Context: an optimization exercise on an open-source flow, tuned for small area, a short achievable clock period and few clock cycles. The choices shown serve that exercise and are no tape-out recipe.
Function was checked by simulation only, so behaviour that the tests miss may differ from the original.
No activity file was given, so power comes from the tool's default toggle rates.

==> branch willow: inputs <==
==> flow/design.v (excerpt) <==
module dict_compress (
    input  wire       clk,
    input  wire       rst,         
    input  wire       start,       
    output wire [1:0] status,      
    output wire [2:0] err,         
    input  wire       in_valid,
    input  wire       in_end,      
    input  wire [7:0] in_data,
    output wire       in_ready,
    output wire       out_valid,
    output wire [7:0] out_data,
    input  wire       out_ready
);
==> flow/config.mk <==
export PLATFORM = sky130hd
export DESIGN_NAME = dict_compress
export DESIGN_NICKNAME = dict_compress
export VERILOG_FILES = /design/flow/design.v
export SDC_FILE = /design/flow/constraint.sdc
export NUM_CORES = 4
export LEC_CHECK = 0
export CAP_MARGIN = 20
export CORE_MARGIN = 2
export CORE_UTILIZATION = 50
export CTS_CLUSTER_DIAMETER = 100
export CTS_CLUSTER_SIZE = 20
export PLACE_DENSITY = 0.7
export SLEW_MARGIN = 20
==> flow/constraint.sdc <==
create_clock -name core_clock -period 12.5 [get_ports {clk}]
set_input_delay 2.5000 -clock core_clock [delete_from_list [all_inputs] [get_ports {clk}]]
set_output_delay 2.5000 -clock core_clock [all_outputs]
set_load 0.01 [all_outputs]
standard.sh (not shown) runs the stock make flow with config.mk's settings and CLKGATE_MAP_FILE= SYNTH_SCRIPT=/design/flow/synth_recipe.tcl, a recipe that flattens the netlist after the stock synthesis.
==> flow/flow/run.sh <==
#!/bin/bash
set -euo pipefail
bash standard.sh SETUP_SLACK_MARGIN=8.7 finish > standard_flow.log 2>&1
==> branch raven (differences from branch willow) <==
--- a/flow/design.v
+++ b/flow/design.v
@@ -43,56 +43,41 @@
     reg [63:1] flag_r;
     wire [63:0] flag = {flag_r, 1'b1};    
     reg  [5:0] cum [1:7];
     reg [6:0] len3;                
     reg [6:0] n;                   
     reg [2:0] cw;                  
-    reg [5:0] pos2;                
     reg       v3;
     reg [7:0] d3;
     reg       miss3;
     reg       fwd3;
     reg [7:0] rh3;                 
-    reg [2:0] pre3a;               
-    reg [1:0] pre3b;               
+    reg [2:0] pre3;                
     reg [6:0] n3;                  
     reg [63:0] mv;                 
     reg [7:0]  rowhit;             
-    reg [2:0]  prefa [0:63];       
-    reg [1:0]  prefb [0:63];       
-    reg [2:0]  pre2a;              
-    reg [1:0]  pre2b;
+    reg [2:0]  pref [0:63];        
+    reg [2:0]  pre2;               
     always @(*) begin
         for (i = 0; i < 64; i = i + 1)
             mv[i] = slot[i] == s1_data && flag[i] && (i != 0 || len3 != 7'd0);
         for (i = 0; i < 8; i = i + 1)
             rowhit[i] = |mv[8*i +: 8];
         for (i = 0; i < 64; i = i + 8) begin
-            prefa[i]     = 3'd0;
-            prefa[i + 1] = {2'd0, flag[i]};
-            prefa[i + 2] = {2'd0, flag[i]} + {2'd0, flag[i + 1]};
-            prefa[i + 3] = prefa[i + 2] + {2'd0, flag[i + 2]};
-            prefa[i + 4] = prefa[i + 2] + ({2'd0, flag[i + 2]} + {2'd0, flag[i + 3]});
-            prefa[i + 5] = prefa[i + 4];
-            prefa[i + 6] = prefa[i + 4];
-            prefa[i + 7] = prefa[i + 4];
-            prefb[i]     = 2'd0;
-            prefb[i + 1] = 2'd0;
-            prefb[i + 2] = 2'd0;
-            prefb[i + 3] = 2'd0;
-            prefb[i + 4] = 2'd0;
-            prefb[i + 5] = {1'b0, flag[i + 4]};
-            prefb[i + 6] = {1'b0, flag[i + 4]} + {1'b0, flag[i + 5]};
-            prefb[i + 7] = {1'b0, flag[i + 4]} + {1'b0, flag[i + 5]} + {1'b0, flag[i + 6]};
+            pref[i]     = 3'd0;
+            pref[i + 1] = {2'd0, flag[i]};
+            pref[i + 2] = {2'd0, flag[i]} + {2'd0, flag[i + 1]};
+            pref[i + 3] = pref[i + 2] + {2'd0, flag[i + 2]};
+            pref[i + 4] = pref[i + 2] + ({2'd0, flag[i + 2]} + {2'd0, flag[i + 3]});
+            pref[i + 5] = pref[i + 4] + {2'd0, flag[i + 4]};
+            pref[i + 6] = pref[i + 4] + ({2'd0, flag[i + 4]} + {2'd0, flag[i + 5]});
+            pref[i + 7] = pref[i + 6] + {2'd0, flag[i + 6]};
         end
-        pre2a = 3'd0;
-        pre2b = 2'd0;
-        for (i = 0; i < 64; i = i + 1) begin
-            pre2a = pre2a | (prefa[i] & {3{mv[i]}});
-            pre2b = pre2b | (prefb[i] & {2{mv[i]}});
-        end
+        pre2 = 3'd0;
+        for (i = 0; i < 64; i = i + 1)
+            pre2 = pre2 | (pref[i] & {3{mv[i]}});
     end
     wire hit_slot = |rowhit;
     wire fwd  = v3 && miss3 && (d3 == s1_data);
     wire hit  = hit_slot || fwd;
     wire miss = s1_valid && !hit;
     wire cw_step = (n == 7'd2) || (n == 7'd4) || (n == 7'd8) ||
@@ -102,13 +87,13 @@
     always @(*) begin
         pcum = 6'd0;
         for (i = 1; i < 8; i = i + 1)
             pcum = pcum | (cum[i] & {6{rh3[i]}});
     end
     wire [5:0] n3m1    = n3[5:0] - 6'd1;
-    wire [5:0] rank    = fwd3 ? n3m1 : pcum + {3'd0, pre3a} + {4'd0, pre3b};
+    wire [5:0] rank    = fwd3 ? n3m1 : pcum + {3'd0, pre3};
     wire [7:0] wr_data = {d3[7:6], miss3 ? d3[5:0] : rank};
     wire [5:0] w_addr = v3 ? len3[5:0] : dpos;
     wire [7:0] w_data = v3 ? wr_data : {d3[7:6], dj};
     always @(posedge clk) begin
         if (s1_valid && cnt_in == 7'd1)
             slot[0] <= s1_data;
@@ -129,32 +114,32 @@
     wire [7:0] hdr_a = {rem_a, 1'b0, n[6:3]};
     wire [7:0] hdr_b = {rem_b, 1'b0, n_b[6:3]};
     reg [3:0] r;                   
     reg [2:0] m;                   
     reg [2:0] carry;               
     reg [5:0] p_r;                 
-    reg  [7:0] rd_row;             
-    reg  [7:0] dcol;               
     reg [63:0] dx;                 
     reg [7:0]  dxg;                
     reg [2:0]  dng, dnc;
     reg [7:0]  dxr;
     always @(*) begin
         for (i = 0; i < 64; i = i + 1)
-            dx[i] = i != 0 && !(rd_row[i / 8] && dcol[i % 8]) && flag[i];
+            dx[i] = i != 0 && dpos != i &&
+                    (flag[i] || (v3 && miss3 && len3[5:0] == i));
         for (i = 0; i < 8; i = i + 1)
             dxg[i] = |dx[8*i +: 8];
         dng = 3'd0;
         for (i = 7; i >= 0; i = i - 1)
             if (dxg[i]) dng = i[2:0];
         dxr = dx[{dng, 3'd0} +: 8];
         dnc = 3'd0;
         for (i = 7; i >= 0; i = i - 1)
             if (dxr[i]) dnc = i[2:0];
     end
-    wire [5:0] dnext = (dj == 6'd0) ? pos2 : {dng, dnc};
+    wire [5:0] dnext = {dng, dnc};
+    reg  [7:0] rd_row;             
     reg [63:0] rrow;
     reg [47:0] row;
     always @(*) begin
         rrow = 64'd0;
         for (j = 0; j < 8; j = j + 1)
             for (i = 0; i < 8; i = i + 1)
@@ -162,18 +147,13 @@
         for (i = 0; i < 8; i = i + 1) begin
             row[i*6 +: 6] = (((r < cnt_in[6:3]) || (r == cnt_in[6:3] && i < cnt_in[2:0])) &&
                              (r != 4'd0 || i != 0))
                             ? rrow[i*8 +: 6] : 6'd0;
         end
     end
-    reg  [7:0] dbyte;
-    always @(*) begin
-        dbyte = 8'd0;
-        for (i = 0; i < 8; i = i + 1)
-            dbyte = dbyte | (rrow[i*8 +: 8] & {8{dcol[i]}});
-    end
+    wire [7:0] dbyte = rrow[{dpos[2:0], 3'd0} +: 8];
     reg [7:0] cbyte;
     always @(*) begin
         cbyte = 8'd0;
         pos   = 0;
         for (w = 1; w <= 6; w = w + 1)
             for (mm = 0; mm < w; mm = mm + 1)
@@ -194,14 +174,13 @@
     always @(posedge clk) begin
         s1_data <= in_data;
         d3      <= s1_data;
         miss3   <= !hit;
         fwd3    <= fwd;
         rh3     <= rowhit;
-        pre3a   <= pre2a;
-        pre3b   <= pre2b;
+        pre3    <= pre2;
         n3      <= n;
         if (rst) begin
             status_r    <= ST_IDLE;
             err_r       <= 1'b0;
             in_ready_r  <= 1'b0;
             out_valid_r <= 1'b0;
@@ -229,14 +208,12 @@
                     s1_valid <= 1'b1;
                     cnt_in   <= cnt_in + 7'd1;
                 end
             end
             v3 <= s1_valid;
             if (s1_valid) begin
-                if (miss && n == 7'd1)
-                    pos2 <= cnt_in[5:0] - 6'd1;
                 if (miss) begin
                     n  <= n + 7'd1;
                     cw <= cw_b;
                 end
             end
             if (v3)
@@ -248,13 +225,12 @@
                         ph_code <= 1'b1;
                         rd_row  <= 8'd1;
                     end else
                         rd_row  <= 8'd1 << dnext[5:3];
                     dj   <= dj + 6'd1;
                     dpos <= dnext;
-                    dcol <= 8'd1 << dnext[2:0];
                 end else begin
                     if (last_code)
                         prod <= 1'b0;
                     if (row_end) begin
                         m      <= 3'd0;
                         r      <= r + 4'd1;
@@ -292,13 +268,12 @@
                 n          <= 7'd0;
                 len3       <= 7'd0;
                 cw         <= 3'd1;
                 dj         <= 6'd0;
                 dpos       <= 6'd0;
                 rd_row     <= 8'd1;
-                dcol       <= 8'd1;
                 r          <= 4'd0;
                 m          <= 3'd0;
             end
         end
     end
 endmodule
==> flow/flow/run.sh (replaced) <==
#!/bin/bash
set -euo pipefail
bash standard.sh SETUP_SLACK_MARGIN=9.0 finish > standard_flow.log 2>&1
CORE_UTILIZATION = 40   (was 50)
PLACE_DENSITY = 0.6   (was 0.7)
==> branch amber (differences from branch willow) <==
--- a/flow/design.v
+++ b/flow/design.v
@@ -30,13 +30,14 @@
     reg        full_r;             
     reg  [7:0] buf_r;
     reg        prod;               
     wire       push = prod && !full_r;
     reg        ph_code;            
     reg  [5:0] dj;                 
-    reg  [5:0] dpos;               
+    reg  [7:0] rd_row;             
+    reg  [7:0] dcol;               
     wire       dict_push = push && !ph_code;
     integer i, j, w, mm, t, pos;
     reg [6:0] cnt_in;              
     reg       s1_valid;
     reg [7:0] s1_data;
     reg  [7:0] slot [0:63];        
@@ -104,22 +105,21 @@
         for (i = 1; i < 8; i = i + 1)
             pcum = pcum | (cum[i] & {6{rh3[i]}});
     end
     wire [5:0] n3m1    = n3[5:0] - 6'd1;
     wire [5:0] rank    = fwd3 ? n3m1 : pcum + {3'd0, pre3a} + {4'd0, pre3b};
     wire [7:0] wr_data = {d3[7:6], miss3 ? d3[5:0] : rank};
-    wire [5:0] w_addr = v3 ? len3[5:0] : dpos;
     wire [7:0] w_data = v3 ? wr_data : {d3[7:6], dj};
     always @(posedge clk) begin
         if (s1_valid && cnt_in == 7'd1)
             slot[0] <= s1_data;
         for (i = 1; i < 64; i = i + 1)
-            if ((v3 || dict_push) && w_addr == i)
+            if (v3 ? len3[5:0] == i : (dict_push && rd_row[i / 8] && dcol[i % 8]))
                 slot[i] <= w_data;
         for (i = 1; i < 64; i = i + 1)
-            if (go || ((v3 || dict_push) && w_addr == i))
+            if (go || (v3 ? len3[5:0] == i : (dict_push && rd_row[i / 8] && dcol[i % 8])))
                 flag_r[i] <= v3 && miss3 && !go;
         for (i = 1; i < 8; i = i + 1)
             if (v3 && len3[5:0] == 8 * i)
                 cum[i] <= n3[5:0];
     end
     wire [6:0] len_f = cnt_in;     
@@ -129,14 +129,12 @@
     wire [7:0] hdr_a = {rem_a, 1'b0, n[6:3]};
     wire [7:0] hdr_b = {rem_b, 1'b0, n_b[6:3]};
     reg [3:0] r;                   
     reg [2:0] m;                   
     reg [2:0] carry;               
     reg [5:0] p_r;                 
-    reg  [7:0] rd_row;             
-    reg  [7:0] dcol;               
     reg [63:0] dx;                 
     reg [7:0]  dxg;                
     reg [2:0]  dng, dnc;
     reg [7:0]  dxr;
     always @(*) begin
         for (i = 0; i < 64; i = i + 1)
@@ -247,13 +245,12 @@
                     if ({1'b0, dj} == n - 7'd1) begin
                         ph_code <= 1'b1;
                         rd_row  <= 8'd1;
                     end else
                         rd_row  <= 8'd1 << dnext[5:3];
                     dj   <= dj + 6'd1;
-                    dpos <= dnext;
                     dcol <= 8'd1 << dnext[2:0];
                 end else begin
                     if (last_code)
                         prod <= 1'b0;
                     if (row_end) begin
                         m      <= 3'd0;
@@ -290,13 +287,12 @@
                 in_ready_r <= 1'b1;
                 cnt_in     <= 7'd0;
                 n          <= 7'd0;
                 len3       <= 7'd0;
                 cw         <= 3'd1;
                 dj         <= 6'd0;
-                dpos       <= 6'd0;
                 rd_row     <= 8'd1;
                 dcol       <= 8'd1;
                 r          <= 4'd0;
                 m          <= 3'd0;
             end
         end
CORE_UTILIZATION = 40   (was 50)
PLACE_DENSITY = 0.6   (was 0.7)
==> branch harbor (differences from branch willow) <==
--- a/flow/design.v
+++ b/flow/design.v
@@ -43,56 +43,41 @@
     reg [63:1] flag_r;
     wire [63:0] flag = {flag_r, 1'b1};    
     reg  [5:0] cum [1:7];
     reg [6:0] len3;                
     reg [6:0] n;                   
     reg [2:0] cw;                  
-    reg [5:0] pos2;                
     reg       v3;
     reg [7:0] d3;
     reg       miss3;
     reg       fwd3;
     reg [7:0] rh3;                 
-    reg [2:0] pre3a;               
-    reg [1:0] pre3b;               
+    reg [2:0] pre3;                
     reg [6:0] n3;                  
     reg [63:0] mv;                 
     reg [7:0]  rowhit;             
-    reg [2:0]  prefa [0:63];       
-    reg [1:0]  prefb [0:63];       
-    reg [2:0]  pre2a;              
-    reg [1:0]  pre2b;
+    reg [2:0]  pref [0:63];        
+    reg [2:0]  pre2;               
     always @(*) begin
         for (i = 0; i < 64; i = i + 1)
             mv[i] = slot[i] == s1_data && flag[i] && (i != 0 || len3 != 7'd0);
         for (i = 0; i < 8; i = i + 1)
             rowhit[i] = |mv[8*i +: 8];
         for (i = 0; i < 64; i = i + 8) begin
-            prefa[i]     = 3'd0;
-            prefa[i + 1] = {2'd0, flag[i]};
-            prefa[i + 2] = {2'd0, flag[i]} + {2'd0, flag[i + 1]};
-            prefa[i + 3] = prefa[i + 2] + {2'd0, flag[i + 2]};
-            prefa[i + 4] = prefa[i + 2] + ({2'd0, flag[i + 2]} + {2'd0, flag[i + 3]});
-            prefa[i + 5] = prefa[i + 4];
-            prefa[i + 6] = prefa[i + 4];
-            prefa[i + 7] = prefa[i + 4];
-            prefb[i]     = 2'd0;
-            prefb[i + 1] = 2'd0;
-            prefb[i + 2] = 2'd0;
-            prefb[i + 3] = 2'd0;
-            prefb[i + 4] = 2'd0;
-            prefb[i + 5] = {1'b0, flag[i + 4]};
-            prefb[i + 6] = {1'b0, flag[i + 4]} + {1'b0, flag[i + 5]};
-            prefb[i + 7] = {1'b0, flag[i + 4]} + {1'b0, flag[i + 5]} + {1'b0, flag[i + 6]};
+            pref[i]     = 3'd0;
+            pref[i + 1] = {2'd0, flag[i]};
+            pref[i + 2] = {2'd0, flag[i]} + {2'd0, flag[i + 1]};
+            pref[i + 3] = pref[i + 2] + {2'd0, flag[i + 2]};
+            pref[i + 4] = pref[i + 2] + ({2'd0, flag[i + 2]} + {2'd0, flag[i + 3]});
+            pref[i + 5] = pref[i + 4] + {2'd0, flag[i + 4]};
+            pref[i + 6] = pref[i + 4] + ({2'd0, flag[i + 4]} + {2'd0, flag[i + 5]});
+            pref[i + 7] = pref[i + 6] + {2'd0, flag[i + 6]};
         end
-        pre2a = 3'd0;
-        pre2b = 2'd0;
-        for (i = 0; i < 64; i = i + 1) begin
-            pre2a = pre2a | (prefa[i] & {3{mv[i]}});
-            pre2b = pre2b | (prefb[i] & {2{mv[i]}});
-        end
+        pre2 = 3'd0;
+        for (i = 0; i < 64; i = i + 1)
+            pre2 = pre2 | (pref[i] & {3{mv[i]}});
     end
     wire hit_slot = |rowhit;
     wire fwd  = v3 && miss3 && (d3 == s1_data);
     wire hit  = hit_slot || fwd;
     wire miss = s1_valid && !hit;
     wire cw_step = (n == 7'd2) || (n == 7'd4) || (n == 7'd8) ||
@@ -102,13 +87,13 @@
     always @(*) begin
         pcum = 6'd0;
         for (i = 1; i < 8; i = i + 1)
             pcum = pcum | (cum[i] & {6{rh3[i]}});
     end
     wire [5:0] n3m1    = n3[5:0] - 6'd1;
-    wire [5:0] rank    = fwd3 ? n3m1 : pcum + {3'd0, pre3a} + {4'd0, pre3b};
+    wire [5:0] rank    = fwd3 ? n3m1 : pcum + {3'd0, pre3};
     wire [7:0] wr_data = {d3[7:6], miss3 ? d3[5:0] : rank};
     wire [5:0] w_addr = v3 ? len3[5:0] : dpos;
     wire [7:0] w_data = v3 ? wr_data : {d3[7:6], dj};
     always @(posedge clk) begin
         if (s1_valid && cnt_in == 7'd1)
             slot[0] <= s1_data;
@@ -129,62 +114,54 @@
     wire [7:0] hdr_a = {rem_a, 1'b0, n[6:3]};
     wire [7:0] hdr_b = {rem_b, 1'b0, n_b[6:3]};
     reg [3:0] r;                   
     reg [2:0] m;                   
     reg [2:0] carry;               
     reg [5:0] p_r;                 
-    reg  [7:0] rd_row;             
-    reg  [7:0] dcol;               
     reg [63:0] dx;                 
     reg [7:0]  dxg;                
     reg [2:0]  dng, dnc;
     reg [7:0]  dxr;
     always @(*) begin
         for (i = 0; i < 64; i = i + 1)
-            dx[i] = i != 0 && !(rd_row[i / 8] && dcol[i % 8]) && flag[i];
+            dx[i] = i != 0 && dpos != i &&
+                    (flag[i] || (v3 && miss3 && len3[5:0] == i));
         for (i = 0; i < 8; i = i + 1)
             dxg[i] = |dx[8*i +: 8];
         dng = 3'd0;
         for (i = 7; i >= 0; i = i - 1)
             if (dxg[i]) dng = i[2:0];
         dxr = dx[{dng, 3'd0} +: 8];
         dnc = 3'd0;
         for (i = 7; i >= 0; i = i - 1)
             if (dxr[i]) dnc = i[2:0];
     end
-    wire [5:0] dnext = (dj == 6'd0) ? pos2 : {dng, dnc};
+    wire [5:0] dnext = {dng, dnc};
+    wire [2:0] rd_row = ph_code ? r[2:0] : dpos[5:3];
     reg [63:0] rrow;
     reg [47:0] row;
     always @(*) begin
-        rrow = 64'd0;
-        for (j = 0; j < 8; j = j + 1)
-            for (i = 0; i < 8; i = i + 1)
-                rrow[i*8 +: 8] = rrow[i*8 +: 8] | (slot[8*j + i] & {8{rd_row[j]}});
         for (i = 0; i < 8; i = i + 1) begin
+            rrow[i*8 +: 8] = slot[{rd_row, i[2:0]}];
             row[i*6 +: 6] = (((r < cnt_in[6:3]) || (r == cnt_in[6:3] && i < cnt_in[2:0])) &&
                              (r != 4'd0 || i != 0))
                             ? rrow[i*8 +: 6] : 6'd0;
         end
     end
-    reg  [7:0] dbyte;
-    always @(*) begin
-        dbyte = 8'd0;
-        for (i = 0; i < 8; i = i + 1)
-            dbyte = dbyte | (rrow[i*8 +: 8] & {8{dcol[i]}});
-    end
+    wire [7:0] dbyte = rrow[{dpos[2:0], 3'd0} +: 8];
     reg [7:0] cbyte;
     always @(*) begin
         cbyte = 8'd0;
         pos   = 0;
         for (w = 1; w <= 6; w = w + 1)
             for (mm = 0; mm < w; mm = mm + 1)
-                for (t = 0; t < 8; t = t + 1) begin
-                    pos = 8 * mm + t;
-                    cbyte[7 - t] = cbyte[7 - t] |
-                        (cw == w && m == mm && row[(pos / w) * 6 + (w - 1 - pos % w)]);
-                end
+                if (cw == w && m == mm)
+                    for (t = 0; t < 8; t = t + 1) begin
+                        pos = 8 * mm + t;
+                        cbyte[7 - t] = row[(pos / w) * 6 + (w - 1 - pos % w)];
+                    end
     end
     wire [5:0] m8p5      = {m, 3'b101};
     wire       last_code = (r > cnt_in[6:3]) || ((r == cnt_in[6:3]) && (m8p5 >= p_r));
     wire       row_end   = (m == cw - 3'd1);
     always @(posedge clk) begin
         p_r <= cw * cnt_in[2:0];
@@ -194,14 +171,13 @@
     always @(posedge clk) begin
         s1_data <= in_data;
         d3      <= s1_data;
         miss3   <= !hit;
         fwd3    <= fwd;
         rh3     <= rowhit;
-        pre3a   <= pre2a;
-        pre3b   <= pre2b;
+        pre3    <= pre2;
         n3      <= n;
         if (rst) begin
             status_r    <= ST_IDLE;
             err_r       <= 1'b0;
             in_ready_r  <= 1'b0;
             out_valid_r <= 1'b0;
@@ -229,39 +205,32 @@
                     s1_valid <= 1'b1;
                     cnt_in   <= cnt_in + 7'd1;
                 end
             end
             v3 <= s1_valid;
             if (s1_valid) begin
-                if (miss && n == 7'd1)
-                    pos2 <= cnt_in[5:0] - 6'd1;
                 if (miss) begin
                     n  <= n + 7'd1;
                     cw <= cw_b;
                 end
             end
             if (v3)
                 len3 <= len3 + 7'd1;
             if (push) begin
                 carry <= pb_src[2:0];
                 if (!ph_code) begin
-                    if ({1'b0, dj} == n - 7'd1) begin
+                    if ({1'b0, dj} == n - 7'd1)
                         ph_code <= 1'b1;
-                        rd_row  <= 8'd1;
-                    end else
-                        rd_row  <= 8'd1 << dnext[5:3];
                     dj   <= dj + 6'd1;
                     dpos <= dnext;
-                    dcol <= 8'd1 << dnext[2:0];
                 end else begin
                     if (last_code)
                         prod <= 1'b0;
                     if (row_end) begin
-                        m      <= 3'd0;
-                        r      <= r + 4'd1;
-                        rd_row <= {rd_row[6:0], rd_row[7]};
+                        m <= 3'd0;
+                        r <= r + 4'd1;
                     end else begin
                         m <= m + 3'd1;
                     end
                 end
             end
             if (!out_valid_r) begin
@@ -291,14 +260,12 @@
                 cnt_in     <= 7'd0;
                 n          <= 7'd0;
                 len3       <= 7'd0;
                 cw         <= 3'd1;
                 dj         <= 6'd0;
                 dpos       <= 6'd0;
-                rd_row     <= 8'd1;
-                dcol       <= 8'd1;
                 r          <= 4'd0;
                 m          <= 3'd0;
             end
         end
     end
 endmodule
CORE_UTILIZATION = 40   (was 50)
PLACE_DENSITY = 0.6   (was 0.7)
==> comparison <==
Branch willow passed the timing, DRC and antenna checks. Branch amber completed with no timing, DRC or antenna violations. Branch harbor completed without violations. Branch raven finished with timing, DRC and antenna clean.
Non-clock buffer count: branch amber < branch raven < branch willow < branch harbor.
Against branch amber, the core utilization of branch willow is higher by 12 points.
The highest design area belongs to branch harbor, the lowest to branch willow.
In branch raven the sequential cell count is lower than in branch amber, by 10.
Cell count, highest first: branch harbor, branch raven, branch amber, branch willow.
Combinational power, lowest first: branch amber, branch willow, branch raven, branch harbor.
Wire length: branch harbor > branch raven > branch amber > branch willow.
Die area, lowest first: branch willow, branch amber, branch raven, branch harbor.
The lowest worst setup slack belongs to branch raven, the highest to branch willow.
Of branch harbor and branch raven, branch harbor has the higher synthesized area (gap 5.4%, measured against branch raven).
Testbench counts of branch willow, summed over its fixed seeds: cycles 14,320.
Testbench counts of branch raven, summed over its fixed seeds: cycles 14,320.
Testbench counts of branch amber, summed over its fixed seeds: cycles 14,320.
Testbench counts of branch harbor, summed over its fixed seeds: cycles 14,320.

[what the ideal ports hide]
How much do the figures lean on ideal ports? The routed layouts below were timed once more, with nothing changed but the port constraints. Step 1: set_driving_cell puts a clkbuf_16 on clk and a buf_2 on each other input, an assumption about the parent block. Step 2 also shifts input and output timing later by t, the mid clock arrival at the registers, as if the neighbouring blocks saw the same clock. Slacks: ideal ports / drivers / drivers and shift; pairs: ideal ports / drivers.
run	shift t [ns]	setup slack, ns	worst setup path after step 2	slew at the worst register clock pin (ns)
branch willow	0.700	8.542 / 8.542 / 8.039	input to register	0.10 / 0.10
branch raven	0.746	8.316 / 8.316 / 8.110	input to register	0.11 / 0.11
branch amber	0.715	8.516 / 8.516 / 8.050	input to register	0.09 / 0.09
branch harbor	0.774	8.337 / 8.337 / 7.947	input to register	0.11 / 0.11
After both steps every run listed still meets setup and hold. The setup slack of branch willow, which loses most, moves by 0.000 ns with the drivers and by -0.503 ns with both steps.
